What follows belongs to an exercise in optimizing a design on an open flow for small area, a short achievable clock period and few clock cycles; a production flow would make more cautious choices. Where RTL was checked, it was by simulation tests only, not by an equivalence proof against the original. The RTL of run 1 was laid out without a check of its function.

==> flow/design.v <==
module vm_muldiv (
    input  wire [1:0]  op,
    input  wire [63:0] a,
    input  wire [63:0] b,
    output wire [63:0] abs_a,
    output wire [63:0] abs_b,
    output wire        neg
);
    assign abs_a = a[63] ? (64'd0 - a) : a;
    assign abs_b = b[63] ? (64'd0 - b) : b;
    assign neg   = (op == 2'd2) ? a[63] : (a[63] ^ b[63]);
endmodule
module vm_lzc64 (
    input  wire [63:0] v,
    output wire [6:0]  z
);
    wire [63:0] v0 = v;
    wire [31:0] a1;  wire [31:0]  c1;
    wire [15:0] a2;  wire [31:0]  c2;
    wire [7:0]  a3;  wire [23:0]  c3;
    wire [3:0]  a4;  wire [15:0]  c4;
    wire [1:0]  a5;  wire [9:0]   c5;
    wire        a6;  wire [5:0]   c6;
    genvar g;
    generate
        for (g = 0; g < 32; g = g + 1) begin : l1
            assign a1[g] = v0[2*g+1] | v0[2*g];
            assign c1[g] = !v0[2*g+1];
        end
        for (g = 0; g < 16; g = g + 1) begin : l2
            assign a2[g] = a1[2*g+1] | a1[2*g];
            assign c2[2*g+1:2*g] = a1[2*g+1] ? {1'b0, c1[2*g+1]} : {1'b1, c1[2*g]};
        end
        for (g = 0; g < 8; g = g + 1) begin : l3
            assign a3[g] = a2[2*g+1] | a2[2*g];
            assign c3[3*g+2:3*g] = a2[2*g+1] ? {1'b0, c2[4*g+3:4*g+2]} : {1'b1, c2[4*g+1:4*g]};
        end
        for (g = 0; g < 4; g = g + 1) begin : l4
            assign a4[g] = a3[2*g+1] | a3[2*g];
            assign c4[4*g+3:4*g] = a3[2*g+1] ? {1'b0, c3[6*g+5:6*g+3]} : {1'b1, c3[6*g+2:6*g]};
        end
        for (g = 0; g < 2; g = g + 1) begin : l5
            assign a5[g] = a4[2*g+1] | a4[2*g];
            assign c5[5*g+4:5*g] = a4[2*g+1] ? {1'b0, c4[8*g+7:8*g+4]} : {1'b1, c4[8*g+3:8*g]};
        end
    endgenerate
    assign a6 = a5[1] | a5[0];
    assign c6 = a5[1] ? {1'b0, c5[9:5]} : {1'b1, c5[4:0]};
    assign z  = a6 ? {1'b0, c6} : 7'd64;
endmodule
module vm_fpu (
    input  wire        clk,
    input  wire        rst,
    input  wire        start,
    input  wire        hold,       
    input  wire [2:0]  op,
    input  wire [63:0] a,
    input  wire [63:0] b,
    output wire        done,
    output wire [63:0] result
);
    localparam [63:0] QNAN = 64'h7FF8000000000000;
    localparam [3:0] S_IDLE = 4'd0,
                     M_PREP = 4'd1, M_ITER = 4'd2, M_FIN = 4'd3,
                     F_A2 = 4'd4, F_A3 = 4'd5, F_A4 = 4'd6, F_RND = 4'd7,
                     F_SPEC = 4'd8,
                     D_SUB = 4'd9, D_SET = 4'd10, D_IT = 4'd11, D_F1 = 4'd12,
                     D_F2 = 4'd13;
    reg  [3:0]  state;
    reg  [63:0] A, B;           
    reg  [63:0] Q;              
    reg  [57:0] QM;             
    reg  [53:0] D;              
    reg  [13:0] E;              
    reg  [6:0]  cnt;
    reg         is_mul, is_div;
    reg         neg;            
    reg         sg;             
    reg         xge;            
    reg         esub;           
    reg         rovf, rzero;    
    reg         dst;            
    reg  [11:0] dab, dba;       
    reg  [63:0] res_q;          
    reg         res_v;
    wire is_int = !op[2];
    wire [63:0] abs_a, abs_b;
    wire        neg_s;
    vm_muldiv u_front (.op(op[1:0]), .a(a), .b(b), .abs_a(abs_a), .abs_b(abs_b), .neg(neg_s));
    wire        sx = a[63], sy = b[63];
    wire [10:0] ex = a[62:52], ey = b[62:52];
    wire        x_nan  = (ex == 11'h7FF) && (a[51:0] != 52'd0);
    wire        y_nan  = (ey == 11'h7FF) && (b[51:0] != 52'd0);
    wire        x_inf  = (ex == 11'h7FF) && (a[51:0] == 52'd0);
    wire        y_inf  = (ey == 11'h7FF) && (b[51:0] == 52'd0);
    wire        x_zero = (a[62:0] == 63'd0);
    wire [10:0] ea1 = (ex == 11'd0) ? 11'd1 : ex;
    wire [10:0] eb1 = (ey == 11'd0) ? 11'd1 : ey;
    wire        y_zero = (b[62:0] == 63'd0);
    reg  [63:0] add_spec;
    reg         add_is_spec;
    always @(*) begin
        add_is_spec = 1'b1;
        add_spec    = 64'd0;
        if (x_nan || y_nan || (x_inf && y_inf && (sx != sy))) add_spec = QNAN;
        else if (x_inf)              add_spec = a;
        else if (y_inf)              add_spec = b;
        else if (x_zero && y_zero)   add_spec = {sx & sy, 63'd0};
        else if (x_zero)             add_spec = b;
        else if (y_zero)             add_spec = a;
        else                         add_is_spec = 1'b0;
    end
    wire        d_sign = sx ^ sy;
    reg  [63:0] div_spec;
    reg         div_is_spec;
    always @(*) begin
        div_is_spec = 1'b1;
        div_spec    = 64'd0;
        if (x_nan || y_nan || (x_inf && y_inf)) div_spec = QNAN;
        else if (x_inf)                         div_spec = {d_sign, 11'h7FF, 52'd0};
        else if (y_inf || x_zero)               div_spec = {d_sign, 63'd0};
        else                                    div_is_spec = 1'b0;
    end
    wire        a_sub = (A[62:52] == 11'd0);
    wire        b_sub = (B[62:52] == 11'd0);
    wire [52:0] nm_in = a_sub ? {1'b0, A[51:0]} : {1'b0, B[51:0]};
    wire [63:0] lz1_in = (state == M_PREP) ? A :
                         (state == F_A4)   ? {A[55:0], 8'hFF} :
                                             {nm_in, 11'h7FF};
    wire [6:0]  lz1, lz2;
    vm_lzc64 u_lz1 (.v(lz1_in), .z(lz1));
    vm_lzc64 u_lz2 (.v(B), .z(lz2));
    wire [6:0]  sdiff = lz2 - lz1;           
    wire [56:0] nsum   = A[56:0];
    wire        n_full = ({4'd0, lz1} < E[10:0]);
    wire [5:0]  nsh    = n_full ? lz1[5:0] : (E[5:0] - 6'd1);
    wire [63:0] shl_in  = (state == M_PREP) ? B :
                          (state == F_A4)   ? {8'd0, A[55:0]} :
                                              {11'd0, nm_in};
    wire [5:0]  shl_amt = (state == M_PREP) ? sdiff[5:0] :
                          (state == F_A4)   ? nsh : lz1[5:0];
    wire [63:0] shl_out = shl_in << shl_amt;
    wire [63:0] big = xge ? A : B;
    wire [63:0] sml = xge ? B : A;
    wire [10:0] eb  = (big[62:52] == 11'd0) ? 11'd1 : big[62:52];
    wire [10:0] es  = (sml[62:52] == 11'd0) ? 11'd1 : sml[62:52];
    wire [55:0] mb  = {(big[62:52] != 11'd0), big[51:0], 3'b000};
    wire [55:0] ms  = {(sml[62:52] != 11'd0), sml[51:0], 3'b000};
    wire [11:0] dexp = xge ? dab : dba;
    wire [55:0] dsig  = Q[56] ? {Q[56:2], Q[1] | Q[0] | dst} : {Q[55:1], Q[0] | dst};
    wire [13:0] dexpv = Q[56] ? E : (E - 14'd1);
    wire        dovf  = !dexpv[13] && (dexpv >= 14'd2047);
    wire        dlow  = dexpv[13] || (dexpv == 14'd0);
    wire [13:0] dsh   = 14'd1 - dexpv;
    wire        fa2     = (state == F_A2);
    wire [55:0] shr_in  = fa2 ? ms : dsig;
    wire        shr_big = fa2 ? (dexp > 12'd55) : (dsh > 14'd55);
    wire [5:0]  shr_amt = fa2 ? dexp[5:0] : dsh[5:0];
    wire [55:0] shr_sh  = shr_in >> shr_amt;
    wire        shr_st  = shr_big ? (|shr_in) : (|(shr_in & ~({56{1'b1}} << shr_amt)));
    wire [55:0] shr_out = {(shr_big ? 55'd0 : shr_sh[55:1]), (shr_big ? 1'b0 : shr_sh[0]) | shr_st};
    wire        mfin  = (state == M_FIN) || (state == M_PREP);
    wire [63:0] vres  = (state == M_PREP) ? (is_div ? 64'd0 : A) : (is_div ? Q : A);
    reg  [63:0] ax, ay;
    reg         ac;
    always @(*) begin
        case (state)
            S_IDLE: begin ax = {1'b0, a[62:0]}; ay = ~{1'b0, b[62:0]}; ac = 1'b1; end
            M_ITER: begin ax = A; ay = is_mul ? (Q[0] ? B : 64'd0) : ~B; ac = !is_mul; end
            F_A3:   begin ax = {8'd0, A[55:0]}; ay = {8'd0, B[55:0]} ^ {64{esub}}; ac = esub; end
            D_F1:   begin ax = {7'd0, A[56:0]}; ay = {7'd0, B[56:0]}; ac = 1'b0; end
            default: begin ax = 64'd0; ay = neg ? ~vres : vres; ac = neg; end
        endcase
    end
    wire [64:0] sum = {1'b0, ax} + {1'b0, ay} + {64'd0, ac};
    function [57+57+58+58-1:0] srt_step;
        input [56:0] s;
        input [56:0] c;
        input [57:0] q;
        input [57:0] qm;
        input [53:0] d;
        reg   [3:0]  y;
        reg   [56:0] s2, c2, yv;
        reg   [56:0] ns, nc;
        reg          qp, qn;
        begin
            y  = s[55:52] + c[55:52];
            qp = !y[3];                      
            qn = y[3] && (y != 4'b1111);     
            s2 = {s[55:0], 1'b0};
            c2 = {c[55:0], 1'b0};
            yv = qp ? ~{3'b000, d} : (qn ? {3'b000, d} : 57'd0);
            ns = s2 ^ c2 ^ yv;
            nc = (((s2 & c2) | (s2 & yv) | (c2 & yv)) << 1) | {56'd0, qp};
            srt_step = {ns, nc,
                        qn ? {qm[56:0], 1'b1} : {q[56:0], qp},
                        qp ? {q[56:0], 1'b0}  : {qm[56:0], !qn}};
        end
    endfunction
    wire [229:0] st1 = srt_step(A[56:0], B[56:0], Q[57:0], QM, D);
    wire [229:0] st2 = srt_step(st1[229:173], st1[172:116], st1[115:58], st1[57:0], D);
    wire [229:0] st3 = srt_step(st2[229:173], st2[172:116], st2[115:58], st2[57:0], D);
    wire [56:0] W      = sum[56:0];
    wire        wneg   = W[56];
    wire [56:0] Sx     = A[56:0], Cx = B[56:0];
    wire [56:0] Dx     = {3'b000, D};
    wire        wzero  = ((Sx ^ Cx) == {(Sx[55:0] | Cx[55:0]), 1'b0});
    wire [56:0] s3     = Sx ^ Cx ^ Dx;
    wire [56:0] c3     = {((Sx[55:0] & Cx[55:0]) | (Sx[55:0] & Dx[55:0]) | (Cx[55:0] & Dx[55:0])), 1'b0};
    wire        wdzero = ((s3 ^ c3) == {(s3[55:0] | c3[55:0]), 1'b0});
    wire        rdf = (state == D_F2);
    wire [55:0] rs  = rdf ? dsig : A[55:0];
    wire [10:0] ref0 = rdf ? (dexpv[10:0] - 11'd1) : E[10:0];
    wire        rov = rdf ? dovf : rovf;
    wire        rz  = rdf ? 1'b0 : rzero;
    wire        rup = rs[2] & (rs[1] | rs[0] | rs[3]);
    wire [53:0] rm  = {1'b0, rs[55:3]} + {53'd0, rup};
    wire [10:0] rfield = ref0 + {9'd0, rm[53:52]};
    wire [63:0] rres = rz  ? 64'd0 :
                       rov ? {sg, 11'h7FF, 52'd0} : {sg, rfield, rm[51:0]};
    wire m_short = (state == M_PREP) && !is_mul && (lz1 > lz2);
    wire m_last  = is_mul ? (Q[63:1] == 63'd0) : (cnt == 7'd0);
    wire m_early = (state == M_ITER) && m_last && !neg;
    wire [63:0] m_early_res = is_mul ? sum[63:0] :
                              is_div ? {Q[62:0], sum[64]} :
                              (sum[64] ? sum[63:0] : A);
    wire        done_c   = (state == M_FIN) || m_short || m_early || (state == F_RND) ||
                           (state == F_SPEC) || ((state == D_F2) && !dlow);
    wire [63:0] result_c = (state == F_SPEC) ? A :
                           (state == M_ITER) ? m_early_res :
                           (state == M_FIN || state == M_PREP) ? sum[63:0] : rres;
    assign done   = res_v;
    assign result = res_q;
    always @(posedge clk) begin
        if (done_c) res_q <= result_c;
        if (rst) begin
            res_v <= 1'b0;
        end else if (done_c) begin
            res_v <= 1'b1;
        end else if (!hold) begin
            res_v <= 1'b0;
        end
        if (rst) begin
            state <= S_IDLE;
        end else begin
            case (state)
                S_IDLE: if (start) begin
                    if (is_int) begin
                        is_mul <= (op[1:0] == 2'd0);
                        is_div <= (op[1:0] == 2'd1);
                        neg    <= neg_s;
                        A      <= abs_a;
                        B      <= abs_b;
                        state  <= M_PREP;
                    end else if (!op[0]) begin
                        if (add_is_spec) begin
                            A <= add_spec;
                            state <= F_SPEC;
                        end else begin
                            A   <= a;
                            B   <= b;
                            xge <= sum[64];
                            dab <= {1'b0, ea1} - {1'b0, eb1};
                            dba <= {1'b0, eb1} - {1'b0, ea1};
                            state <= F_A2;
                        end
                    end else if (div_is_spec) begin
                        A <= div_spec;
                        state <= F_SPEC;
                    end else if (ex == 11'd0 || ey == 11'd0) begin
                        A <= a;
                        B <= b;
                        E <= 14'd0;
                        state <= D_SUB;
                    end else begin
                        A  <= {11'd0, 1'b1, a[51:0]};    
                        B  <= 64'd0;
                        D  <= {1'b1, b[51:0], 1'b0};
                        Q  <= 64'd0;
                        QM <= {58{1'b1}};
                        E  <= {3'd0, ex} - {3'd0, ey} + 14'd1023;
                        sg <= d_sign;
                        cnt <= 7'd18;
                        state <= D_IT;
                    end
                end
                M_PREP: begin
                    if (is_mul) begin
                        if (lz1 >= lz2) begin
                            Q <= A;
                        end else begin
                            Q <= B;
                            B <= A;
                        end
                        A <= 64'd0;
                        state <= ((lz1 == 7'd64) || (lz2 == 7'd64)) ? M_FIN : M_ITER;
                    end else if (lz1 > lz2) begin
                        state <= S_IDLE;
                    end else begin
                        Q   <= 64'd0;
                        B   <= shl_out;
                        cnt <= sdiff;
                        state <= M_ITER;
                    end
                end
                M_ITER: begin
                    if (is_mul) begin
                        A <= sum[63:0];
                        B <= {B[62:0], 1'b0};
                        Q <= {1'b0, Q[63:1]};
                        if (m_last) state <= neg ? M_FIN : S_IDLE;
                    end else begin
                        if (sum[64]) A <= sum[63:0];
                        Q <= {Q[62:0], sum[64]};
                        B <= {1'b0, B[63:1]};
                        cnt <= cnt - 7'd1;
                        if (m_last) state <= neg ? M_FIN : S_IDLE;
                    end
                end
                F_A2: begin
                    A[55:0] <= mb;
                    B[55:0] <= shr_out;
                    E    <= {3'd0, eb};
                    sg   <= big[63];
                    esub <= A[63] ^ B[63];
                    state <= F_A3;
                end
                F_A3: begin
                    A[56:0] <= sum[56:0];
                    state <= F_A4;
                end
                F_A4: begin
                    A[55:0] <= nsum[56] ? {nsum[56:2], nsum[1] | nsum[0]} : shl_out[55:0];
                    E[10:0] <= nsum[56] ? E[10:0] :
                               (n_full ? (E[10:0] - {4'd0, lz1} - 11'd1) : 11'd0);
                    rovf    <= nsum[56] && (E[10:0] == 11'd2046);
                    rzero   <= (nsum == 57'd0);
                    state   <= F_RND;
                end
                D_SUB: begin
                    if (a_sub) begin
                        A[62:52] <= 11'd1;
                        A[51:0]  <= shl_out[51:0];
                        E <= E - {7'd0, lz1};
                    end else if (b_sub) begin
                        B[62:52] <= 11'd1;
                        B[51:0]  <= shl_out[51:0];
                        E <= E + {7'd0, lz1};
                    end else begin
                        state <= D_SET;
                    end
                end
                D_SET: begin
                    A  <= {11'd0, 1'b1, A[51:0]};
                    B  <= 64'd0;
                    D  <= {1'b1, B[51:0], 1'b0};
                    Q  <= 64'd0;
                    QM <= {58{1'b1}};
                    E  <= E + {3'd0, A[62:52]} - {3'd0, B[62:52]} + 14'd1023;
                    sg <= A[63] ^ B[63];
                    cnt <= 7'd18;
                    state <= D_IT;
                end
                D_IT: begin
                    A[56:0]  <= st3[229:173];
                    B[56:0]  <= st3[172:116];
                    Q[57:0]  <= st3[115:58];
                    QM       <= st3[57:0];
                    cnt <= cnt - 7'd1;
                    if (cnt == 7'd0) state <= D_F1;
                end
                D_F1: begin
                    Q[57:0] <= wneg ? QM : Q[57:0];
                    dst     <= wneg ? !wdzero : !wzero;
                    state   <= D_F2;
                end
                D_F2: begin
                    A[55:0] <= shr_out;
                    E[10:0] <= 11'd0;
                    rovf    <= 1'b0;
                    rzero   <= 1'b0;
                    state   <= dlow ? F_RND : S_IDLE;
                end
                default: state <= S_IDLE;    
            endcase
        end
    end
endmodule
module vm_core (
    input  wire        clk,
    input  wire        rst,
    input  wire [15:0] code_len,
    input  wire [16:0] pool_len,
    output wire [15:0] imem_addr,
    input  wire [63:0] imem_data,
    output wire [15:0] cp_index,
    input  wire [1:0]  cp_kind,
    input  wire [63:0] cp_value,
    input  wire [15:0] cp_window,
    input  wire [15:0] cp_nret,
    output reg         emit_valid,
    output reg         emit_ret,
    output reg  [1:0]  emit_tag,
    output reg  [63:0] emit_data,
    output reg         halted,
    output reg  [2:0]  res_kind,
    output reg  [15:0] res_ip,
    output reg  [2:0]  res_depth
);
    localparam RF_SIZE = 16;
    localparam [1:0] T_INV = 2'd0, T_INT = 2'd1, T_FLT = 2'd2;
    localparam [1:0] K_JMP = 2'd2;
    localparam [2:0] R_NORMAL = 3'd0, F_LOAD = 3'd1, F_INDEX = 3'd2,
                     F_TYPE = 3'd3, F_ARITH = 3'd4, F_STACK = 3'd5,
                     F_DECODE = 3'd6;
    localparam [2:0] P_CHECK = 3'd0, P_RUN = 3'd1,
                     P_COPY = 3'd4, P_RETOUT = 3'd5, P_HALT = 3'd6;
    function legal_op;
        input [7:0] o;
        begin
            case (o)
                8'h00, 8'h01, 8'h02,
                8'h10, 8'h11, 8'h12, 8'h13, 8'h14, 8'h15,
                8'h20, 8'h21, 8'h30, 8'h31,
                8'h40, 8'h41, 8'h42, 8'h44, 8'h45, 8'h46,
                8'h48, 8'h49, 8'h4A, 8'h4C, 8'h4D, 8'h4E,
                8'h50, 8'h51: legal_op = 1'b1;
                default:      legal_op = 1'b0;
            endcase
        end
    endfunction
    function [15:0] onehot4;
        input [3:0] s;
        begin
            onehot4 = 16'd1 << s;
        end
    endfunction
    reg [2:0]  phase;
    reg [15:0] cl;                  
    reg [16:0] pl;                  
    reg [1:0]  rf_tag  [0:RF_SIZE-1];
    reg [63:0] rf_data [0:RF_SIZE-1];
    reg [1:0]  dep;                 
    reg [4:0]  fbase, fsize, fnret, fretdst;
    reg [15:0] fcbase;
    reg [15:0] s_ip     [0:2];
    reg [4:0]  s_base   [1:2];
    reg [4:0]  s_size   [1:2];
    reg [4:0]  s_nret   [1:2];
    reg [4:0]  s_retdst [1:2];
    reg [15:0] s_cbase  [1:2];
    reg [15:0] pc;                  
    reg        ir_v;
    reg [63:0] ir;
    reg [15:0] ip_f;                
    reg [15:0] cpi;                 
    reg        ir_last;             
    reg        ir_end;              
    reg [15:0] selP, selQ, selW;    
    reg        x_v;
    reg [7:0]  x_op;
    reg [15:0] x_ip;
    reg        x_end;
    reg [63:0] x_a, x_b;            
    reg [1:0]  x_ta, x_tb;          
    reg [15:0] x_selW;
    reg        x_rbad;              
    reg        x_cbad;              
    reg        x_taken;             
    reg        x_jconst;            
    reg [15:0] x_jt;                
    reg [16:0] x_jlo;               
    reg        x_jhi;               
    reg [15:0] x_ca, x_cb;          
    reg        x_khi0;              
    reg [4:0]  x_kwin, x_knret;     
    reg        au_busy;
    reg [15:0] au_dst;
    reg        au_flt;
    reg [15:0] csrc, cdst;          
    reg [4:0]  cleft;
    wire [63:0] fw   = imem_data;
    wire [7:0]  fop  = fw[7:0];
    wire        f_jmp  = (fop[7:4] == 4'h4) && (fop[1:0] != 2'b11);
    wire        f_usea = (fop == 8'h01) || (f_jmp && fop[1:0] != 2'b00);
    wire [3:0]  f_sa = fbase[3:0] + fw[11:8];
    wire [3:0]  f_sb = fbase[3:0] + fw[27:24];
    wire [3:0]  f_sc = fbase[3:0] + fw[43:40];
    wire [15:0] f_cidx = (fop == 8'h50) ? fw[55:40] :
                         (f_jmp && fop[1:0] == 2'b00) ? fw[23:8] : fw[47:32];
    wire [15:0] pc_inc = pc + 16'd1;
    assign imem_addr = pc;
    assign cp_index  = cpi;
    wire [7:0]  op  = ir[7:0];
    wire [55:0] arg = ir[63:8];
    wire [23:0] ba  = ir[31:8];
    wire [31:0] bb  = ir[63:32];
    wire [15:0] ca  = ir[23:8];
    wire [15:0] cb  = ir[39:24];
    wire [15:0] cc  = ir[55:40];
    wire is_jump = (op[7:4] == 4'h4) && (op[1:0] != 2'b11);
    wire j_rel   = op[3];
    wire j_const = op[2];
    wire j_cond  = (op[1:0] != 2'b00);
    wire cidx_hi  = (op == 8'h50) ? 1'b0 :
                    (is_jump && !j_cond) ? (arg[55:16] != 40'd0) :
                                           (bb[31:16] != 16'd0);
    wire cidx_bad = cidx_hi || ({1'b0, cpi} >= pl);
    reg chk_cidx;
    always @(*) begin
        case (op)
            8'h02, 8'h45, 8'h46, 8'h4D, 8'h4E: chk_cidx = 1'b1;
            8'h44, 8'h4C, 8'h50:               chk_cidx = 1'b1;
            default:                           chk_cidx = 1'b0;
        endcase
    end
    wire bad_a   = (ca[15:5] != 11'd0) || (ca[4:0] >= fsize);
    wire bad_b   = (cb[15:5] != 11'd0) || (cb[4:0] >= fsize);
    wire bad_c   = (cc[15:5] != 11'd0) || (cc[4:0] >= fsize);
    wire bad_ba  = (ba[23:5] != 19'd0) || (ba[4:0] >= fsize);
    wire bad_arg = (arg[55:5] != 51'd0) || (arg[4:0] >= fsize);
    reg  rbad;
    always @(*) begin
        case (op)
            8'h01:                              rbad = bad_arg;
            8'h02, 8'h41, 8'h42, 8'h45, 8'h46,
            8'h49, 8'h4A, 8'h4D, 8'h4E:         rbad = bad_ba;
            8'h15:                              rbad = bad_a | bad_b;
            8'h10, 8'h11, 8'h12, 8'h13, 8'h14,
            8'h20, 8'h21, 8'h30, 8'h31:         rbad = bad_a | bad_b | bad_c;
            default:                            rbad = 1'b0;
        endcase
    end
    reg  [16:0] j_lo;
    reg         j_hi_ok;
    always @(*) begin
        if (!j_cond) begin
            if (j_rel) begin
                j_lo    = arg[16:0];
                j_hi_ok = (arg[55:16] == 40'd0) || (arg[55:16] == {40{1'b1}});
            end else begin
                j_lo    = {1'b0, arg[15:0]};
                j_hi_ok = (arg[55:16] == 40'd0);
            end
        end else begin
            if (j_rel) begin
                j_lo    = bb[16:0];
                j_hi_ok = (bb[31:16] == 16'd0) || (bb[31:16] == 16'hFFFF);
            end else begin
                j_lo    = {1'b0, bb[15:0]};
                j_hi_ok = (bb[31:16] == 16'd0);
            end
        end
    end
    wire [15:0] j_base   = j_rel ? pc : fcbase;            
    wire [17:0] j_target = {2'b00, j_base} + {j_lo[16], j_lo};
    wire        copying = (phase == P_COPY) || (phase == P_RETOUT);
    wire        x_cr    = (phase == P_RUN) && x_v && !x_end && (x_op == 8'h50 || x_op == 8'h51);
    wire        x_copy0 = x_cr && (x_ca != 16'd0);
    wire [15:0] csrc_x  = onehot4(fbase[3:0] + x_cb[3:0]);
    wire [15:0] rselP = copying ? csrc : (x_copy0 ? csrc_x : selP);
    reg  [63:0] vP, vQ;
    reg  [1:0]  tP, tQ;
    integer k;
    always @(*) begin
        vP = 64'd0; vQ = 64'd0; tP = 2'd0; tQ = 2'd0;
        for (k = 0; k < RF_SIZE; k = k + 1) begin
            vP = vP | (rf_data[k] & {64{rselP[k]}});
            tP = tP | (rf_tag[k]  & {2{rselP[k]}});
            vQ = vQ | (rf_data[k] & {64{selQ[k]}});
            tQ = tQ | (rf_tag[k]  & {2{selQ[k]}});
        end
    end
    reg        w_en;
    reg [15:0] w_oh;
    reg [1:0]  w_tag;
    reg [63:0] w_data;
    wire       fwdP = w_en && ((w_oh & selP) != 16'd0);
    wire       fwdQ = w_en && ((w_oh & selQ) != 16'd0);
    wire [63:0] rP  = fwdP ? w_data : vP;
    wire [1:0]  rtP = fwdP ? w_tag  : tP;
    wire [63:0] rQ  = fwdQ ? w_data : vQ;
    wire [1:0]  rtQ = fwdQ ? w_tag  : tQ;
    wire        r_guard = (vP != 64'd0);
    wire        r_taken = !j_cond || (op[0] ? r_guard : !r_guard);
    wire        r_usesP = (op == 8'h01) || (is_jump && j_cond) ||
                          (op[7:4] == 4'h1) || (op[7:4] == 4'h2) || (op[7:4] == 4'h3);
    wire        r_usesQ = (op[7:4] == 4'h1 && op != 8'h15) || (op[7:4] == 4'h2) || (op[7:4] == 4'h3);
    wire        r_writes = (op == 8'h02) || (op[7:4] == 4'h1) || (op[7:4] == 4'h2) || (op[7:4] == 4'h3);
    wire        r_serial = (op == 8'h12 || op == 8'h13 || op == 8'h14 || op == 8'h20 ||
                            op == 8'h21 || op == 8'h50 || op == 8'h51);
    wire        au_pend = au_go || (au_busy && !au_wr);
    wire [15:0] au_pdst = au_go ? x_selW : au_dst;
    wire        r_auhaz = au_pend &&
                          (r_serial || (r_usesP && ((selP & au_pdst) != 16'd0)) ||
                           (r_usesQ && ((selQ & au_pdst) != 16'd0)) ||
                           (r_writes && ((selW & au_pdst) != 16'd0)));
    wire        r_haz   = (is_jump && j_cond && fwdP) || r_auhaz;
    wire xo_add = (x_op == 8'h10);
    wire xo_neg = (x_op == 8'h15);
    wire xo_flt = (x_op == 8'h31);
    wire [63:0] alu_x = xo_neg ? 64'd0 : (xo_flt ? {1'b0, x_a[62:0]} : x_a);
    wire [63:0] alu_y = xo_add ? x_b : (xo_neg ? ~x_a : (xo_flt ? ~{1'b0, x_b[62:0]} : ~x_b));
    wire [63:0] alu_s = alu_x + alu_y + {63'd0, !xo_add};
    wire        lt_res = (x_a[63] != x_b[63]) ? x_a[63] : alu_s[63];
    wire fb_nan = (x_a[62:52] == 11'h7FF) && (x_a[51:0] != 52'd0);
    wire fc_nan = (x_b[62:52] == 11'h7FF) && (x_b[51:0] != 52'd0);
    wire f_bothzero = (x_a[62:0] == 63'd0) && (x_b[62:0] == 63'd0);
    wire f_eqmag = (x_a[62:0] == x_b[62:0]);
    reg  flt_res;
    always @(*) begin
        if (fb_nan || fc_nan || f_bothzero)
            flt_res = 1'b0;
        else if (x_a[63] != x_b[63])
            flt_res = x_a[63];
        else if (!x_a[63])
            flt_res = alu_s[63];                   
        else
            flt_res = !alu_s[63] && !f_eqmag;      
    end
    wire [17:0] xj_t  = x_jconst ? ({2'b00, x_jt} + {x_jlo[16], x_jlo}) : {2'b00, x_jt};
    wire        xj_ok = x_jhi && (xj_t[17:16] == 2'b00) && (xj_t[15:0] < cl);
    wire [16:0] run_end  = {1'b0, x_cb} + {1'b0, x_ca};
    wire        run_bad  = (x_ca != 16'd0) && (run_end > {12'd0, fsize});
    wire [4:0]  call_nb  = fbase + fsize;
    wire [5:0]  call_top = {1'b0, call_nb} + {1'b0, x_kwin};
    wire [4:0]  c_base   = (dep == 2'd1) ? 5'd0 : s_base[dep == 2'd3 ? 2 : 1];
    wire [4:0]  c_size   = (dep == 2'd1) ? 5'd8 : s_size[dep == 2'd3 ? 2 : 1];
    wire [16:0] rdst_end = {12'd0, fretdst} + {1'b0, x_ca};
    wire [4:0]  sat_cb   = (x_cb > 16'd17) ? 5'd17 : x_cb[4:0];
    wire [15:0] cdst_x   = (x_op == 8'h50) ? onehot4(call_nb[3:0]) :
                                             onehot4(c_base[3:0] + fretdst[3:0]);
    wire [15:0] x_ipn    = x_ip + 16'd1;
    wire        xrun  = (phase == P_RUN) && x_v && !x_end;
    wire        xo_au = (x_op == 8'h12 || x_op == 8'h13 || x_op == 8'h14 ||
                         x_op == 8'h20 || x_op == 8'h21);
    wire        au_go = xrun && xo_au;
    wire [2:0]  au_op = (x_op == 8'h12) ? 3'd0 : (x_op == 8'h13) ? 3'd1 :
                        (x_op == 8'h14) ? 3'd2 : {2'b10, x_op[0]};
    wire        x_wr  = xrun && (x_op == 8'h02 || x_op == 8'h10 || x_op == 8'h11 ||
                                 x_op == 8'h15 || x_op == 8'h30 || x_op == 8'h31);
    wire        au_done;
    wire [63:0] au_result;
    wire        au_wr = au_busy && au_done && !x_wr;
    vm_fpu u_au (
        .clk(clk), .rst(rst), .start(au_go), .hold(x_wr), .op(au_op),
        .a(x_a), .b(x_b), .done(au_done), .result(au_result)
    );
    reg [2:0] x_fault;
    always @(*) begin
        x_fault = 3'd0;
        if (!legal_op(x_op)) begin
            x_fault = F_DECODE;
        end else begin
            case (x_op)
                8'h00: ;
                8'h01: begin
                    if (x_rbad) x_fault = F_INDEX;
                    else if (x_ta != T_INT && x_ta != T_FLT) x_fault = F_TYPE;
                end
                8'h02: begin
                    if (x_rbad) x_fault = F_INDEX;
                    else if (x_cbad) x_fault = F_INDEX;
                    else if (x_tb[1]) x_fault = F_TYPE;
                end
                8'h10, 8'h11, 8'h12, 8'h13, 8'h14, 8'h30: begin
                    if (x_rbad) x_fault = F_INDEX;
                    else if (x_ta != T_INT || x_tb != T_INT) x_fault = F_TYPE;
                    else if ((x_op == 8'h13 || x_op == 8'h14) && x_b == 64'd0) x_fault = F_ARITH;
                end
                8'h15: begin
                    if (x_rbad) x_fault = F_INDEX;
                    else if (x_ta != T_INT) x_fault = F_TYPE;
                end
                8'h20, 8'h21, 8'h31: begin
                    if (x_rbad) x_fault = F_INDEX;
                    else if (x_ta != T_FLT || x_tb != T_FLT) x_fault = F_TYPE;
                    else if (x_op == 8'h21 && x_b[62:0] == 63'd0) x_fault = F_ARITH;
                end
                8'h50: begin
                    if (run_bad) x_fault = F_INDEX;
                    else if (x_cbad) x_fault = F_INDEX;
                    else if (x_tb != K_JMP) x_fault = F_TYPE;
                    else if (!x_khi0 || x_jt >= cl) x_fault = F_INDEX;
                    else if (x_ca > {11'd0, x_kwin}) x_fault = F_INDEX;
                    else if (dep == 2'd3) x_fault = F_STACK;
                    else if (call_top > 6'd16) x_fault = F_STACK;
                end
                8'h51: begin
                    if (run_bad) x_fault = F_INDEX;
                    else if (dep != 2'd0) begin
                        if ({11'd0, fnret} != x_ca) x_fault = F_INDEX;
                        else if (x_ca != 16'd0 && rdst_end > {12'd0, c_size}) x_fault = F_INDEX;
                    end
                end
                default: begin  
                    if (x_op[1:0] != 2'b00 && x_rbad) x_fault = F_INDEX;
                    else if (x_op[2] && x_cbad) x_fault = F_INDEX;
                    else if (x_op[1:0] != 2'b00 && x_ta != T_INT) x_fault = F_TYPE;
                    else if (x_op[2] && x_tb != K_JMP) x_fault = F_TYPE;
                    else if (x_taken && !xj_ok) x_fault = F_INDEX;
                end
            endcase
        end
    end
    wire x_single = !(x_op == 8'h50 || x_op == 8'h51);
    wire x_free = (phase == P_RUN) && (!x_v || x_single);
    wire r_go = (phase == P_RUN) &&
                ir_v && x_free && !r_haz;
    wire r_jump  = r_go && is_jump && r_taken;
    wire f_load  = (phase == P_CHECK) || (!ir_v || r_go);
    always @(*) begin
        w_en   = 1'b0;
        w_oh   = x_selW;
        w_tag  = T_INT;
        w_data = alu_s;
        case (phase)
            P_RUN: begin
                w_en = x_wr || au_wr || (x_copy0 && (x_op == 8'h50 || dep != 2'd0));
                if (au_wr) begin
                    w_oh = au_dst; w_tag = au_flt ? T_FLT : T_INT; w_data = au_result;
                end else case (x_op)
                    8'h50, 8'h51: begin w_oh = cdst_x; w_tag = tP; w_data = vP; end
                    8'h02: begin w_tag = x_tb[0] ? T_FLT : T_INT; w_data = x_b; end
                    8'h30: w_data = {63'd0, lt_res};
                    8'h31: w_data = {63'd0, flt_res};
                    default: ;
                endcase
            end
            P_COPY: begin
                w_en = 1'b1; w_oh = cdst; w_tag = tP; w_data = vP;
            end
            default: ;
        endcase
    end
    wire        call_ok = xrun && (x_op == 8'h50) && (x_fault == 3'd0);
    reg [RF_SIZE-1:0] clr;
    always @(*) begin
        for (k = 0; k < RF_SIZE; k = k + 1)
            clr[k] = call_ok &&
                     ({1'b0, k[4:0]} >= {1'b0, call_nb}) &&
                     ({1'b0, k[4:0]} < call_top);
    end
    always @(posedge clk) begin
        for (k = 0; k < RF_SIZE; k = k + 1) begin
            if (rst)
                rf_tag[k] <= T_INV;
            else if (w_en && w_oh[k])
                rf_tag[k] <= w_tag;
            else if (clr[k])
                rf_tag[k] <= T_INV;
            if (w_en && w_oh[k])
                rf_data[k] <= w_data;
        end
    end
    task halt_with;
        input [2:0]  kind;
        input [15:0] at;
        input [2:0]  d;
        begin
            phase     <= P_HALT;
            halted    <= 1'b1;
            res_kind  <= kind;
            res_ip    <= at;
            res_depth <= d;
        end
    endtask
    always @(posedge clk) begin
        cl <= code_len;
        pl <= pool_len;
        emit_valid <= 1'b0;
        emit_ret   <= 1'b0;
        emit_tag   <= (copying || x_copy0) ? tP : x_ta;
        emit_data  <= (copying || x_copy0) ? vP : x_a;
        if (rst) begin
            phase   <= P_CHECK;
            pc      <= 16'd0;
            ir_v    <= 1'b0;
            x_v     <= 1'b0;
            au_busy <= 1'b0;
            halted  <= 1'b0;
            res_kind  <= R_NORMAL;
            res_ip    <= 16'd0;
            res_depth <= 3'd0;
            dep     <= 2'd0;
            fbase   <= 5'd0;
            fsize   <= 5'd8;
            fcbase  <= 16'd0;
        end else begin
            if (au_go) au_busy <= 1'b1;
            else if (au_wr) au_busy <= 1'b0;
            if (phase != P_HALT && f_load) begin
                ir      <= imem_data;
                ir_v    <= 1'b1;
                ip_f    <= pc;
                cpi     <= f_cidx;
                ir_last <= (pc_inc == cl);
                ir_end  <= (pc >= cl);
                selP    <= onehot4(f_usea ? f_sa : f_sb);
                selQ    <= onehot4(f_sc);
                selW    <= onehot4(f_sa);
                pc      <= (phase == P_CHECK && pc_inc == cl) ? 16'd0 : pc_inc;
            end
            x_ip    <= ip_f;
            x_end   <= ir_end;
            x_a     <= rP;
            x_ta    <= rtP;
            x_b     <= (op == 8'h02) ? cp_value : rQ;
            x_tb    <= (op == 8'h02 || op == 8'h50 || (is_jump && j_const)) ? cp_kind : rtQ;
            x_rbad  <= rbad;
            x_cbad  <= cidx_bad;
            x_taken <= is_jump && r_taken;
            x_jconst <= j_const;
            x_jt    <= (op == 8'h50) ? cp_value[15:0] :
                       j_const ? j_base : j_target[15:0];
            x_jlo   <= cp_value[16:0];
            x_jhi   <= j_const ? ((cp_value[63:16] == 48'd0) || (cp_value[63:16] == {48{1'b1}}))
                               : (j_hi_ok && (j_target[17:16] == 2'b00));
            x_ca    <= ca;
            x_cb    <= cb;
            x_khi0  <= (cp_value[63:16] == 48'd0);
            x_kwin  <= (cp_window > 16'd17) ? 5'd17 : cp_window[4:0];
            x_knret <= (cp_nret > 16'd17) ? 5'd17 : cp_nret[4:0];
            if (r_go) begin
                x_v     <= 1'b1;
                x_op    <= op;
                x_selW  <= selW;
                if (r_jump) begin
                    ir_v <= 1'b0;
                    if (!j_const) pc <= j_target[15:0];
                end
            end else if (x_free) begin
                x_v <= 1'b0;
            end
            case (phase)
                P_CHECK: begin
                    if (cl == 16'd0) begin
                        halt_with(F_LOAD, 16'd0, 3'd0);
                    end else if (ir_v) begin
                        if (!legal_op(op) || (chk_cidx && cidx_bad))
                            halt_with(F_LOAD, ip_f, 3'd0);
                        else if (ir_last)
                            phase <= P_RUN;
                    end
                end
                P_RUN: if (x_v) begin
                    if (x_end) begin
                        halt_with(R_NORMAL, x_ip, {1'b0, dep} + 3'd1);
                    end else if (x_fault != 3'd0) begin
                        halt_with(x_fault, x_ip, {1'b0, dep} + 3'd1);
                    end else begin
                        case (x_op)
                            8'h01: begin
                                emit_valid <= 1'b1;
                            end
                            8'h12, 8'h13, 8'h14, 8'h20, 8'h21: begin
                                au_dst <= x_selW;
                                au_flt <= x_op[5];
                            end
                            8'h50: begin
                                s_ip[dep] <= x_ipn;
                                if (dep != 2'd0) begin
                                    s_base[dep]   <= fbase;
                                    s_size[dep]   <= fsize;
                                    s_cbase[dep]  <= fcbase;
                                    s_nret[dep]   <= fnret;
                                    s_retdst[dep] <= fretdst;
                                end
                                dep     <= dep + 2'd1;
                                fbase   <= call_nb;
                                fsize   <= x_kwin;
                                fcbase  <= x_jt;
                                fnret   <= x_knret;
                                fretdst <= sat_cb;
                                pc      <= x_jt;
                                ir_v    <= 1'b0;
                                x_v     <= 1'b0;
                                csrc    <= {csrc_x[14:0], csrc_x[15]};
                                cdst    <= {cdst_x[14:0], cdst_x[15]};
                                cleft   <= x_ca[4:0] - 5'd1;
                                if (x_ca > 16'd1) phase <= P_COPY;
                            end
                            8'h51: begin
                                csrc  <= {csrc_x[14:0], csrc_x[15]};
                                cleft <= x_ca[4:0] - 5'd1;
                                x_v   <= 1'b0;
                                if (dep == 2'd0) begin
                                    if (x_ca != 16'd0) begin
                                        emit_valid <= 1'b1;
                                        emit_ret   <= 1'b1;
                                    end
                                    if (x_ca <= 16'd1)
                                        halt_with(R_NORMAL, x_ip, 3'd1);
                                    else
                                        phase <= P_RETOUT;
                                end else begin
                                    cdst  <= {cdst_x[14:0], cdst_x[15]};
                                    dep   <= dep - 2'd1;
                                    pc    <= s_ip[dep - 2'd1];
                                    ir_v  <= 1'b0;
                                    if (dep == 2'd1) begin
                                        fbase  <= 5'd0;
                                        fsize  <= 5'd8;
                                        fcbase <= 16'd0;
                                    end else begin
                                        fbase   <= s_base[dep - 2'd1];
                                        fsize   <= s_size[dep - 2'd1];
                                        fcbase  <= s_cbase[dep - 2'd1];
                                        fnret   <= s_nret[dep - 2'd1];
                                        fretdst <= s_retdst[dep - 2'd1];
                                    end
                                    if (x_ca > 16'd1) phase <= P_COPY;
                                end
                            end
                            default: begin
                                if (x_taken && x_jconst) begin
                                    pc   <= xj_t[15:0];
                                    ir_v <= 1'b0;
                                end
                            end
                        endcase
                    end
                end
                P_COPY: begin
                    csrc  <= {csrc[14:0], csrc[15]};
                    cdst  <= {cdst[14:0], cdst[15]};
                    cleft <= cleft - 5'd1;
                    if (cleft == 5'd1) phase <= P_RUN;
                end
                P_RETOUT: begin
                    emit_valid <= 1'b1;
                    emit_ret   <= 1'b1;
                    csrc  <= {csrc[14:0], csrc[15]};
                    cleft <= cleft - 5'd1;
                    if (cleft == 5'd1)
                        halt_with(R_NORMAL, x_ip, 3'd1);
                end
                default: ;  
            endcase
        end
    end
endmodule
==> flow/flow/run.sh <==
#!/bin/bash
set -euo pipefail
bash standard.sh synth > synth.log 2>&1
bash standard.sh SETUP_SLACK_MARGIN=20 finish > layout.log 2>&1
==> flow/standard.sh <==
#!/bin/bash
# synth_recipe.tcl (not shown) runs the flow's synth.tcl, then flattens the netlist and writes it again
# the make line also repeats each setting of config.mk as NAME=value (left out here)
make -C /OpenROAD-flow-scripts/flow DESIGN_CONFIG=/design/flow/config.mk WORK_HOME=/design/flow/orfs CLKGATE_MAP_FILE= SYNTH_SCRIPT=/design/flow/synth_recipe.tcl "${@:-finish}"
==> flow/config.mk <==
export PLATFORM = sky130hd
export DESIGN_NAME = vm_core
export DESIGN_NICKNAME = vm_core
export VERILOG_FILES = /design/flow/design.v
export SDC_FILE = /design/flow/constraint.sdc
export NUM_CORES = 8
export LEC_CHECK = 0
export CAP_MARGIN = 20
export CORE_MARGIN = 2
export CORE_UTILIZATION = 30
export PLACE_DENSITY = 0.45
export SLEW_MARGIN = 20
==> flow/constraint.sdc <==
create_clock -name core_clock -period 28.0 [get_ports {clk}]
set_input_delay 5.6000 -clock core_clock [delete_from_list [all_inputs] [get_ports {clk}]]
set_output_delay 5.6000 -clock core_clock [all_outputs]
set_load 0.01 [all_outputs]
==> results.cfg, run 1 <==
[final_layout]
multi_input_area_mm2 = 0.0927
num-fill-cells = 54400
final_cell_mix = edfxtp_1, nor2_1, a21oi_1, nand2_1, o21ai_0
areaGrowthSynthToFinish_pct = 20.2
seq_area_mm2 = 0.0651
nNetsFinal = 18600
layout-drive-gt1-share = 0.144
layout_commonest_cell = edfxtp_1

[grt]
grtUsageTotal = 0.395
antenna_found_initial = 120
grt_pass1_wl_um = 1470000
grt_max_degree = 115
grt.overflow.total = 0
grt_pass1_vias = 153000

[clock_network]
cts_root_buf = clkbuf_16
clock_path_buffers = 4
cts_tree = done
clk_pin_slew_worst_paths_ns = 0.06
htree_levels = 5
cts_num_sinks = 2240
numCtsBuffers = 287
clkLatencyLatePin_ns = 1.02
cts_hold_buf = 0

[yosys]
synth-seq-cells = 2240
synth_nets = 18400
synth_top_family_by_area = compound AO/OA/AOI/OAI gates
synth_area_mm2 = 0.161
avgSynthCellArea_um2 = 9.28
synth_fa_ha_area_frac = 0.0724
synth_xor_area_frac = 0.0333
syn_inst = 17400
yosys.cell_types.count = 132
synth_ff_type = edfxtp_1
yosys.area_share.simple = 0.135
yosysWarnings = 4
yosysSeqAreaShare = 0.404
synth_enable_flop_cells = 2027
muxShareOfSynthArea = 0.0490
synth_compound_area_frac = 0.252
synth-async-reset-ratio = 0

[placed_design]
post-place-ws_ns = 16.51
place_congestion = 1.09
dp_hpwl_um = 803000
io_buffers = 319

[die]
die_height_um = 737
rows = 269
start_util = 0.301
core_mm2 = 0.536
die_area_mm2 = 0.543
ios = 320
fp.dieW_um = 737

[routing]
wl_um = 1130000
wl_per_cell_um = 45.0
wl_met3_um = 143000
met1_length_um = 431000
highest_layer = met5
detail_route.vias_per_cell = 6.68
vias = 168000
drtAntennaViolNets = 0
remaining_drc_errors = 0
wl_met2_um = 458000
drt_iter0_drc = 27100
drtPass1Iterations = 9

[sta]
min_period_over_period = 0.299
max_slew_margin = -0.284
final_max_slew_viol_count = 5
finalWorstSetupSlack_ns = 19.62
fin_crit_ns = 8.38
fin_tns_setup_ns = 0
finClkSkew_ns = 0.107
setup_viol = 0
fmax_ghz = 0.119
hold_viol_final = 0
tightestPinTransition_ns = 1.91
rsz0062_at_grt = yes
hold_slack_ns = 0.420

[run_status]
status = complete, but fails checks
check.faults = max-capacitance violations, max-slew violations

[worst_hold_path]
hp-class = reg -> reg

[run]
drv_cap = 2

[critical_path]
worst_ep_arrival_time_ns = 9.09
critPathKind = reg -> reg
end_kind = flop
critPathMaxFanout = 12
critPathRequiredTime_ns = 28.71
critPathLaunchType = flop
reg2reg_slack_ns = 19.62
[registers in the layout (all words and copies together) (netlist names), 32 cells and up, named ones only]
name / cells
emit_data: 64
ir: 64
x_b: 64
u_au.A: 64
x_a: 64
s_cbase: 32
u_au.QM: 58
u_au.Q: 64
rf_tag: 32
u_au.D: 52
s_ip: 48
u_au.B: 64
u_au.res_q: 64
rf_data: 1024
[routing by layer]
layer,up-vias,track usage
li1,66800,-
met1,84700,0.498
met2,13200,0.565
met3,3175,0.139
met4,54,0.269
met5,-,0
[final timing paths]
path	startpoint	end	depth (start not counted)
worst max-delay path	u_au.B[28]$_DFFE_PP_	u_au.A[7]$_DFFE_PP_	24
worst min-delay path	ir_end$_DFFE_PP_	x_end$_DFFE_PN_	0
worst max register to register	u_au.B[28]$_DFFE_PP_	u_au.A[7]$_DFFE_PP_	24
worst min register to register	ir_end$_DFFE_PP_	x_end$_DFFE_PN_	0
[worst max-delay path, stage by stage, from the launching register on]
cell,delay [ns]
edfxtp_1,0.36
buf_4,0.30
inv_1,0.92
nand4_1,0.38
nand4b_1,0.31
buf_4,0.21
nor4b_1,0.59
nand2b_1,0.52
nor4_4,0.16
a31oi_1,0.27
ha_1,0.20
inv_1,0.07
fa_1,1.09
a2bb2oi_4,0.18
o21ai_4,0.14
buf_12,0.23
buf_16,0.22
mux2i_2,0.29
nand2_1,0.19
o21ai_4,0.23
a21oi_4,0.09
buf_12,0.15
buf_4,0.14
o221ai_4,0.30
o41a_1,0.47
[final cells by class]
type | count | area share
Multi-Input combinational cell | 12900 | 0.478
Antenna cell | 134 | 0.00173
Tap cell | 7181 | 0.0464
Inverter | 722 | 0.0145
Clock inverter | 175 | 0.0110
Sequential cell | 2240 | 0.336
Clock buffer | 335 | 0.0384
Timing Repair Buffer | 1464 | 0.0736
[through the flow]
| stage | instances | instance area (um2) | util |
|---|---|---|---|
| after floorplan | 17400 | 162000 | - |
| after global placement | 24100 | 175000 | 0.327 |
| after detailed placement | 24200 | 175000 | 0.327 |
| after CTS | 24800 | 190000 | 0.354 |
| after global routing | 25000 | 194000 | 0.361 |
| final | 25100 | 194000 | 0.362 |
[cell families after synthesis]
group,after synthesis
adders and majority gates,784
and+or+nand+nor,4694
xor gates and xnor gates,612
DFF,2240
muxes,770
AOI/OAI and AO/OA,6012
buffers and inverters,2261
[synth_stat cells (35+ instances only)]
library cell	n	area, um2
a311oi_1	60	526
mux2i_1	646	6470
o21bai_1	69	518
a221oi_1	517	4530
clkbuf_1	1215	4560
fa_1	249	4980
dfxtp_1	213	4260
nor2_1	1569	5890
mux2_2	118	1330
nand4_1	314	1960
a22o_1	398	3490
xor2_1	178	1560
a22oi_1	533	4000
and2_1	111	694
edfxtp_1	2027	60900
or3_1	66	413
a31oi_1	114	713
o21a_1	64	480
a221o_1	63	631
and3_1	147	920
nor2b_1	66	413
a32oi_1	47	412
nand3_1	327	1640
nand2_1	1317	4940
a21oi_1	1440	7210
and4_1	35	307
a211oi_1	250	1880
nor3_1	299	1500
o21ai_1	45	225
buf_2	105	526
o21ai_0	1082	5420
inv_1	707	2650
o31ai_1	103	773
ha_1	533	6670
buf_1	193	724
o211ai_1	138	1040
a21o_1	213	1600
o221ai_1	190	1660
nand2b_1	105	657
nor4_1	168	1050
o22ai_1	305	1910
xnor2_1	433	3790
[what timing repair did]
action,CTS,global route
gates cloned,27,17
setup buffers,156,131
gates resized for setup,551,490
pin swaps,102,189
endpoints found under the setup margin,1189,832
==> run 2: changes to the inputs <==
--- a/flow/design.v
+++ b/flow/design.v
@@ -66,4 +66,4 @@
                      F_SPEC = 4'd8,
-                     D_SUB = 4'd9, D_SET = 4'd10, D_IT = 4'd11, D_F1 = 4'd12,
-                     D_F2 = 4'd13;
+                     D_SUBA = 4'd9, D_SET = 4'd10, D_IT = 4'd11, D_F1 = 4'd12,
+                     D_F2 = 4'd13, D_SUBB = 4'd14, F_A4S = 4'd15;
     reg  [3:0]  state;
@@ -83,2 +83,3 @@
     reg  [11:0] dab, dba;       
+    reg  [6:0]  lza, lzb;       
     reg  [63:0] res_q;          
@@ -123,6 +124,4 @@
     end
-    wire        a_sub = (A[62:52] == 11'd0);
-    wire        b_sub = (B[62:52] == 11'd0);
-    wire [52:0] nm_in = a_sub ? {1'b0, A[51:0]} : {1'b0, B[51:0]};
-    wire [63:0] lz1_in = (state == M_PREP) ? A :
+    wire [52:0] nm_in = (state == D_SUBB) ? {1'b0, B[51:0]} : {1'b0, A[51:0]};
+    wire [63:0] lz1_in = (state == S_IDLE) ? abs_a :
                          (state == F_A4)   ? {A[55:0], 8'hFF} :
@@ -131,12 +130,11 @@
     vm_lzc64 u_lz1 (.v(lz1_in), .z(lz1));
-    vm_lzc64 u_lz2 (.v(B), .z(lz2));
-    wire [6:0]  sdiff = lz2 - lz1;           
+    vm_lzc64 u_lz2 (.v(abs_b), .z(lz2));
+    wire [6:0]  sdiff = lzb - lza;           
     wire [56:0] nsum   = A[56:0];
     wire        n_full = ({4'd0, lz1} < E[10:0]);
-    wire [5:0]  nsh    = n_full ? lz1[5:0] : (E[5:0] - 6'd1);
     wire [63:0] shl_in  = (state == M_PREP) ? B :
-                          (state == F_A4)   ? {8'd0, A[55:0]} :
+                          (state == F_A4 || state == F_A4S) ? {8'd0, A[55:0]} :
                                               {11'd0, nm_in};
     wire [5:0]  shl_amt = (state == M_PREP) ? sdiff[5:0] :
-                          (state == F_A4)   ? nsh : lz1[5:0];
+                          (state == F_A4S)  ? (E[5:0] - 6'd1) : lz1[5:0];
     wire [63:0] shl_out = shl_in << shl_amt;
@@ -220,3 +218,3 @@
                        rov ? {sg, 11'h7FF, 52'd0} : {sg, rfield, rm[51:0]};
-    wire m_short = (state == M_PREP) && !is_mul && (lz1 > lz2);
+    wire m_short = (state == M_PREP) && !is_mul && (lza > lzb);
     wire m_last  = is_mul ? (Q[63:1] == 63'd0) : (cnt == 7'd0);
@@ -253,2 +251,4 @@
                         B      <= abs_b;
+                        lza    <= lz1;
+                        lzb    <= lz2;
                         state  <= M_PREP;
@@ -273,3 +273,3 @@
                         E <= 14'd0;
-                        state <= D_SUB;
+                        state <= (ex == 11'd0) ? D_SUBA : D_SUBB;
                     end else begin
@@ -288,3 +288,3 @@
                     if (is_mul) begin
-                        if (lz1 >= lz2) begin
+                        if (lza >= lzb) begin
                             Q <= A;
@@ -295,4 +295,4 @@
                         A <= 64'd0;
-                        state <= ((lz1 == 7'd64) || (lz2 == 7'd64)) ? M_FIN : M_ITER;
-                    end else if (lz1 > lz2) begin
+                        state <= ((lza == 7'd64) || (lzb == 7'd64)) ? M_FIN : M_ITER;
+                    end else if (lza > lzb) begin
                         state <= S_IDLE;
@@ -332,21 +332,26 @@
                 F_A4: begin
-                    A[55:0] <= nsum[56] ? {nsum[56:2], nsum[1] | nsum[0]} : shl_out[55:0];
-                    E[10:0] <= nsum[56] ? E[10:0] :
-                               (n_full ? (E[10:0] - {4'd0, lz1} - 11'd1) : 11'd0);
+                    if (nsum[56] || n_full) begin
+                        A[55:0] <= nsum[56] ? {nsum[56:2], nsum[1] | nsum[0]} : shl_out[55:0];
+                        E[10:0] <= nsum[56] ? E[10:0] : (E[10:0] - {4'd0, lz1} - 11'd1);
+                    end
                     rovf    <= nsum[56] && (E[10:0] == 11'd2046);
                     rzero   <= (nsum == 57'd0);
+                    state   <= (nsum[56] || n_full) ? F_RND : F_A4S;
+                end
+                F_A4S: begin
+                    A[55:0] <= shl_out[55:0];
+                    E[10:0] <= 11'd0;
                     state   <= F_RND;
                 end
-                D_SUB: begin
-                    if (a_sub) begin
-                        A[62:52] <= 11'd1;
-                        A[51:0]  <= shl_out[51:0];
-                        E <= E - {7'd0, lz1};
-                    end else if (b_sub) begin
-                        B[62:52] <= 11'd1;
-                        B[51:0]  <= shl_out[51:0];
-                        E <= E + {7'd0, lz1};
-                    end else begin
-                        state <= D_SET;
-                    end
+                D_SUBA: begin
+                    A[62:52] <= 11'd1;
+                    A[51:0]  <= shl_out[51:0];
+                    E <= E - {7'd0, lz1};
+                    state <= (B[62:52] == 11'd0) ? D_SUBB : D_SET;
+                end
+                D_SUBB: begin
+                    B[62:52] <= 11'd1;
+                    B[51:0]  <= shl_out[51:0];
+                    E <= E + {7'd0, lz1};
+                    state <= D_SET;
                 end
@@ -452,2 +457,3 @@
     reg [15:0] pc;                  
+    reg [4:0]  fbase_f;             
     reg        ir_v;
@@ -485,5 +491,5 @@
     wire        f_usea = (fop == 8'h01) || (f_jmp && fop[1:0] != 2'b00);
-    wire [3:0]  f_sa = fbase[3:0] + fw[11:8];
-    wire [3:0]  f_sb = fbase[3:0] + fw[27:24];
-    wire [3:0]  f_sc = fbase[3:0] + fw[43:40];
+    wire [3:0]  f_sa = fbase_f[3:0] + fw[11:8];
+    wire [3:0]  f_sb = fbase_f[3:0] + fw[27:24];
+    wire [3:0]  f_sc = fbase_f[3:0] + fw[43:40];
     wire [15:0] f_cidx = (fop == 8'h50) ? fw[55:40] :
@@ -786,2 +792,3 @@
             fbase   <= 5'd0;
+            fbase_f <= 5'd0;
             fsize   <= 5'd8;
@@ -831,2 +838,12 @@
                 end
+                if (op == 8'h50) begin
+                    ir_v    <= 1'b0;
+                    pc      <= cp_value[15:0];
+                    fbase_f <= fbase + fsize;
+                end
+                if (op == 8'h51 && dep != 2'd0) begin
+                    ir_v    <= 1'b0;
+                    pc      <= s_ip[dep - 2'd1];
+                    fbase_f <= (dep == 2'd1) ? 5'd0 : s_base[dep - 2'd1];
+                end
             end else if (x_free) begin
@@ -874,4 +891,2 @@
                                 fretdst <= sat_cb;
-                                pc      <= x_jt;
-                                ir_v    <= 1'b0;
                                 x_v     <= 1'b0;
@@ -898,4 +913,2 @@
                                     dep   <= dep - 2'd1;
-                                    pc    <= s_ip[dep - 2'd1];
-                                    ir_v  <= 1'b0;
                                     if (dep == 2'd1) begin
==> flow/flow/run.sh (replaced) <==
#!/bin/bash
set -euo pipefail
bash standard.sh synth > synth.log 2>&1
bash standard.sh SETUP_SLACK_MARGIN=21 \
    "CTS_ARGS=-sink_clustering_enable -repair_clock_nets -dont_use_dummy_load" \
    finish > layout.log 2>&1
--- a/flow/config.mk
+++ b/flow/config.mk
@@ -7,3 +7,3 @@
 export LEC_CHECK = 0
-export CAP_MARGIN = 20
+export CAP_MARGIN = 30
 export CORE_MARGIN = 2
@@ -11,2 +11,2 @@
 export PLACE_DENSITY = 0.45
-export SLEW_MARGIN = 20
+export SLEW_MARGIN = 30
==> run 2 against run 1 <==
Effect of this change: the run now finishes clean; hold slack gained 0.023 ns; core utilization decreased by 0.085 points; sequential cell count is 18 higher; first-iteration DRC count is 0.52% lower; cell count is 1.8% higher; fmax up 13%; routed wire length fell by 5.3%; clock-buffer cell count is 50 lower; critical endpoint is now u_au.A[10]$_DFFE_PP_.
==> results.cfg, run 2 <==
[yosys]
synth_ff_type = edfxtp_1
yosys.area.top_type = edfxtp_1
synth_area_mm2 = 0.165
post-synth-top-count-cell = edfxtp_1
synth_nets = 18900
synth_enable_flop_cells = 2041
yosys.cell_types.count = 104
syn_inst = 17900
synth_common_cells = edfxtp_1, nor2_1, nand2_1, a21oi_1, clkbuf_1
synth-async-reset-ratio = 0
synth-seq-cells = 2258
yosysWarnings = 4
synthTopCellsByArea = edfxtp_1, mux2i_1, a21oi_1
synth_top_area_frac = 0.372
avgSynthCellArea_um2 = 9.18
yosysSeqAreaShare = 0.399

[grt]
antenna_found_initial = 89
grt_pass1_vias = 156000
grtUsageTotal = 0.367
grt_max_degree = 159
grt_pass1_wl_um = 1410000
grt.overflow.total = 0

[routing]
remaining_drc_errors = 0
wl_per_cell_um = 41.8
detail_route.vias_per_cell = 6.59
drt_iter0_drc = 26900
drtAntennaViolNets = 0
wl_um = 1070000
drtPass1Iterations = 7
vias = 169000

[die]
start_util = 0.301
ios = 320
rows = 272
core_mm2 = 0.548
die_area_mm2 = 0.555
fp.dieW_um = 745
die_height_um = 745

[final_layout]
nNetsFinal = 19200
layout-drive-gt1-share = 0.160
top_register = rf_data
final_cell_mix = edfxtp_1, nand2_1, nor2_1, a21oi_1, o21ai_0
layout_commonest_cell = edfxtp_1
stdcell_count = 25600
largest_register_ffs = 1024
areaGrowthSynthToFinish_pct = 20.0

[sta]
max_slew_margin = 0.174
min_period_over_period = 0.266
rsz0062_at_grt = yes
hold_viol_final = 0
tightestPinTransition_ns = 1.24
fin_tns_setup_ns = 0
finalWorstSetupSlack_ns = 20.56
fin_crit_ns = 7.44
hold_slack_ns = 0.443
final_max_slew_viol_count = 0
finClkSkew_ns = 0.116
fmax_ghz = 0.134
setup_viol = 0

[clock_network]
cts_tree = done
clk_pin_slew_worst_paths_ns = 0.06
numCtsBuffers = 285
clkLatencyLatePin_ns = 0.99
clock_path_buffers = 4
cts_num_sinks = 2258
cts_root_buf = clkbuf_16
htree_levels = 5

[critical_path]
critPathKind = reg -> reg
cpMostUsedCell = a21oi_4
cp_slowest_stage_delay_ns = 0.57
reg2reg_depth = 36
path_depth = 36
slowest_stage = fa_2
critPathLaunchType = flop
critPathRequiredTime_ns = 28.73
end_kind = flop
reg2reg_slack_ns = 20.56
worst_ep_arrival_time_ns = 8.16
critPathMaxFanout = 8
crit_buf_inv = 11
path_delay_family = adder cells

[placed_design]
io_buffers = 319
place_congestion = 1.06
post-place-ws_ns = 16.95
dp.cells = 24700
dp_hpwl_um = 745000

[run]
drv_cap = 0

[run_status]
status = no timing/DRC/antenna violations

[worst_hold_path]
holdPathStages = 0
hp-class = reg -> reg
run 2: cell types whose count changed after synthesis, sizes merged, moves of 47 or more:
cell    change
a21oi      -49
a22oi      -63
buf        -62
clkbuf     +88
mux2i     +122
nand2     +241
nand2b     +47
o21ai     +106
o22ai      -66
xor2       +94
run 2: worst register-to-register path: cells and delay by family (launching register included):
kind / cells / cell delay, ns
flip-flops: 1 / 0.49
buffers and inverters: 11 / 1.43
adder cells (fa/ha/maj): 6 / 2.24
AO/OA/AOI/OAI: 11 / 1.75
AND/OR/NAND/NOR: 4 / 0.60
XOR/XNOR: 4 / 0.75
run 2: area by class of cell:
| cell class | count | area [um2] |
|---|---|---|
| multi-input combinational | 13400 | 96600 |
| timing repair buffer | 1603 | 16000 |
| clock buffer | 285 | 7130 |
| tap | 7261 | 9080 |
| fill | 55700 | 350000 |
| inverter | 714 | 2770 |
| timing repair inverter | 1 | 7.51 |
| antenna | 61 | 153 |
| sequential | 2258 | 65800 |
run 2: repair_timing:
item,4_1_cts,5_1_grt
endpoints found under the setup margin,2173,1328
hold buffers,0,0
pin swaps,149,150
buffers inserted,286,153
gates cloned,49,21
gates resized for setup,1416,354
run 2: path summary, 6_finish.rpt:
kind	start	endpoint
worst min register to register	ip_f[14]$_DFFE_PP_	x_ip[14]$_DFFE_PN_
worst max register to register	u_au.A[52]$_DFFE_PP_	u_au.A[10]$_DFFE_PP_
worst min-delay path	ip_f[14]$_DFFE_PP_	x_ip[14]$_DFFE_PN_
worst max-delay path	u_au.A[52]$_DFFE_PP_	u_au.A[10]$_DFFE_PP_
run 2: metrics by stage:
| stage | cell area (um2) | utilization |
|---|---|---|
| final | 198000 | 0.361 |
| after detailed placement | 180000 | 0.328 |
| after global placement | 179000 | 0.327 |
| after global routing | 198000 | 0.360 |
| after CTS | 194000 | 0.354 |
| after floorplan | 166000 | - |
run 2: logic make-up (layout without fill, tap and decap cells):
logic type,count (synthesis),count (layout),synth area share
AO/OA/AOI/OAI,5955,5957,0.243
AND/OR/NAND/NOR,5062,5071,0.142
buffers and inverters,2279,2603,0.0526
flip-flops,2258,2258,0.399
multiplexers,902,902,0.0561
adder cells (fa/ha/maj),785,785,0.0709
XOR/XNOR,692,692,0.0369
other,0,61,0
run 2: layer usage:
metal  share of wire  vias up  GRT usage  routed length [um]
met5         0.00059        -    0.00459                 633
met4           0.096       46      0.274              103000
met3            0.13     3215      0.132              136000
met2            0.40    12500      0.517              428000
met1            0.38    84400      0.457              403000
li1                -    68400          -                   -
Testbench counts of run 2, summed over its fixed seeds: cycles 100,386.
==> run 3: changes to the inputs <==
==> flow/flow/run.sh (replaced) <==
#!/bin/bash
set -euo pipefail
bash standard.sh synth > synth.log 2>&1
bash standard.sh SETUP_SLACK_MARGIN=21 finish > layout.log 2>&1
==> run 3 against run 2 <==
Effect of this change: clock-buffer cell count up 85; die area unchanged; cell count up 0.86%; register-to-register slack worse by 0.09 ns; hold slack better by 0.0037 ns; critical path depth down 3; core utilization up 0.44 points; area after synthesis unchanged; non-clock buffer count down 9; critical endpoint is now u_au.A[3]$_DFFE_PP_.
==> results.cfg, run 3 <==
[run_status]
status = no timing/DRC/antenna violations

[grt]
grt_pass1_vias = 157000
grt_pass1_wl_um = 1410000
grt_max_degree = 159
grtUsageTotal = 0.368

[yosys]
synth_nets = 18900
synth_top_family_by_area = compound AO/OA/AOI/OAI gates
avgSynthCellArea_um2 = 9.18
synth_fa_ha_area_frac = 0.0709
yosys.cell_types.count = 104
synth-seq-cells = 2258
synth-async-reset-ratio = 0
yosys.area.top_type = edfxtp_1
yosysSeqAreaShare = 0.399
synth_area_mm2 = 0.165
synth_common_cells = edfxtp_1, nor2_1, nand2_1, a21oi_1, clkbuf_1
synth_top_area_frac = 0.372

[critical_path]
critPathRequiredTime_ns = 28.68
slowest_stage = fa_2
rr_startpoint = u_au.B[52]$_DFFE_PP_
cp_slowest_stage_delay_ns = 0.53
critPathLaunchType = flop
critPathKind = reg -> reg

[clock_network]
cts_num_sinks = 2258
htree_levels = 5
numCtsBuffers = 285
cts_root_buf = clkbuf_16
cts_hold_buf = 0

[sta]
fin_crit_ns = 7.53
setup_viol = 0
fin_tns_setup_ns = 0
max_slew_margin = 0.215

[placed_design]
dp_hpwl_um = 745000
io_buffers = 319

[die]
die_height_um = 745
ios = 320
start_util = 0.301

[final_layout]
design_area_mm2 = 0.200
nNetsFinal = 19200
areaGrowthSynthToFinish_pct = 21.4
num-fill-cells = 55500
layout-drive-gt1-share = 0.170
final_cell_mix = edfxtp_1, nand2_1, nor2_1, a21oi_1, o21ai_0

[worst_hold_path]
hp-class = reg -> reg
worstHoldStart = ir_end$_DFFE_PP_
holdPathStages = 0
min_to = x_end$_DFFE_PN_
-- run 3: cell counts after synthesis --
No cell type changed its count.
-- run 3: how the worst max path moves through the flow --
stage                               startpoint                       end  slack, ns  depth (start not counted)
CTS                       u_au.A[52]$_DFFE_PP_       u_au.A[4]$_DFFE_PP_      20.55                         35
global placement    u_au.state[3]$_SDFFE_PP0P_  u_au.res_q[38]$_DFFE_PP_      17.06                         32
finish                    u_au.B[52]$_DFFE_PP_       u_au.A[3]$_DFFE_PP_      20.47                         33
global route              u_au.B[52]$_DFFE_PP_      u_au.A[52]$_DFFE_PP_      20.33                         37
detailed placement        u_au.A[53]$_DFFE_PP_       u_au.A[4]$_DFFE_PP_      16.95                         36
floorplan                                  rst  u_au.QM[0]$_SDFFCE_PN1P_      19.46                          4
-- run 3: metrics by stage --
step	cells
detailed placement	24700
finish	25800
global placement	24700
CTS	25600
floorplan	17900
global route	25800
-- run 3: cells by family after synthesis --
| group | count (synthesis) |
|---|---|
| AO/OA/AOI/OAI | 5955 |
| AND/OR/NAND/NOR | 5062 |
| buffers and inverters | 2279 |
| flip-flops | 2258 |
| multiplexers | 902 |
| adder cells (fa/ha/maj) | 785 |
| XOR/XNOR | 692 |
-- run 3: cell type report --
type                    count  area, um2  share of cell area
well taps                7261       9080              0.0454
repair inverters            1       7.51           0.0000375
inverters                 714       2770              0.0138
multi-input cells       13400      97100               0.485
flip-flops and latches   2258      65800               0.329
diodes                     64        160            0.000801
clock inverters           141       1400             0.00698
clock buffers             370       7770              0.0389
repair buffers           1594      15900              0.0795
-- run 3: repair_timing --
action | in CTS | in global routing
pin swaps | 150 | 188
endpoints found under the setup margin | 2170 | 1373
gates resized for setup | 1464 | 431
gates cloned | 57 | 11
buffers inserted | 300 | 134
hold endpoints to repair | 0 | 0
-- run 3: routing by layer --
metal / up-vias / share of wire / track usage
li1: 68700 / - / -
met1: 84800 / 0.38 / 0.459
met2: 12600 / 0.40 / 0.518
met3: 3086 / 0.13 / 0.132
met4: 43 / 0.094 / 0.276
met5: - / 0.00044 / 0.00208
-- run 3: critical path: cells and delay by family, from the launching register on --
family          cells  cell delay (ns)
compound gates      6             0.99
xor+xnor            1             0.17
fa+ha+maj           9             3.31
buf+inv             9             1.05
flops               1             0.49
simple gates        8             1.19

separate check: timing with driven ports:
The flow's constraints put no driver on any port. The routed layouts listed below were extracted and timed again, unchanged, in two steps. Step 1, drivers: a clkbuf_16 drives clk and a buf_2 each remaining input, both assumed. Step 2 also shifts input and output timing later by t, the mid clock arrival at the registers, as if the neighbouring blocks saw the same clock. a / b / c = ideal ports / drivers / drivers and shift; a / b = the first two.
| run | t, ns | slack for setup (ns) | worst setup path at the end | pins driven straight from the clock port |
|---|---|---|---|---|
| run 1 | 1.084 | 19.619 / 19.619 / 19.101 | input to register | 1 |
| run 2 | 1.079 | 20.561 / 20.561 / 19.930 | input to register | 1 |
| run 3 | 1.100 | 20.472 / 20.472 / 19.904 | input to register | 1 |
For run 2, which loses most, drivers alone change the setup slack by 0.000 ns; drivers and shift together by -0.631 ns.
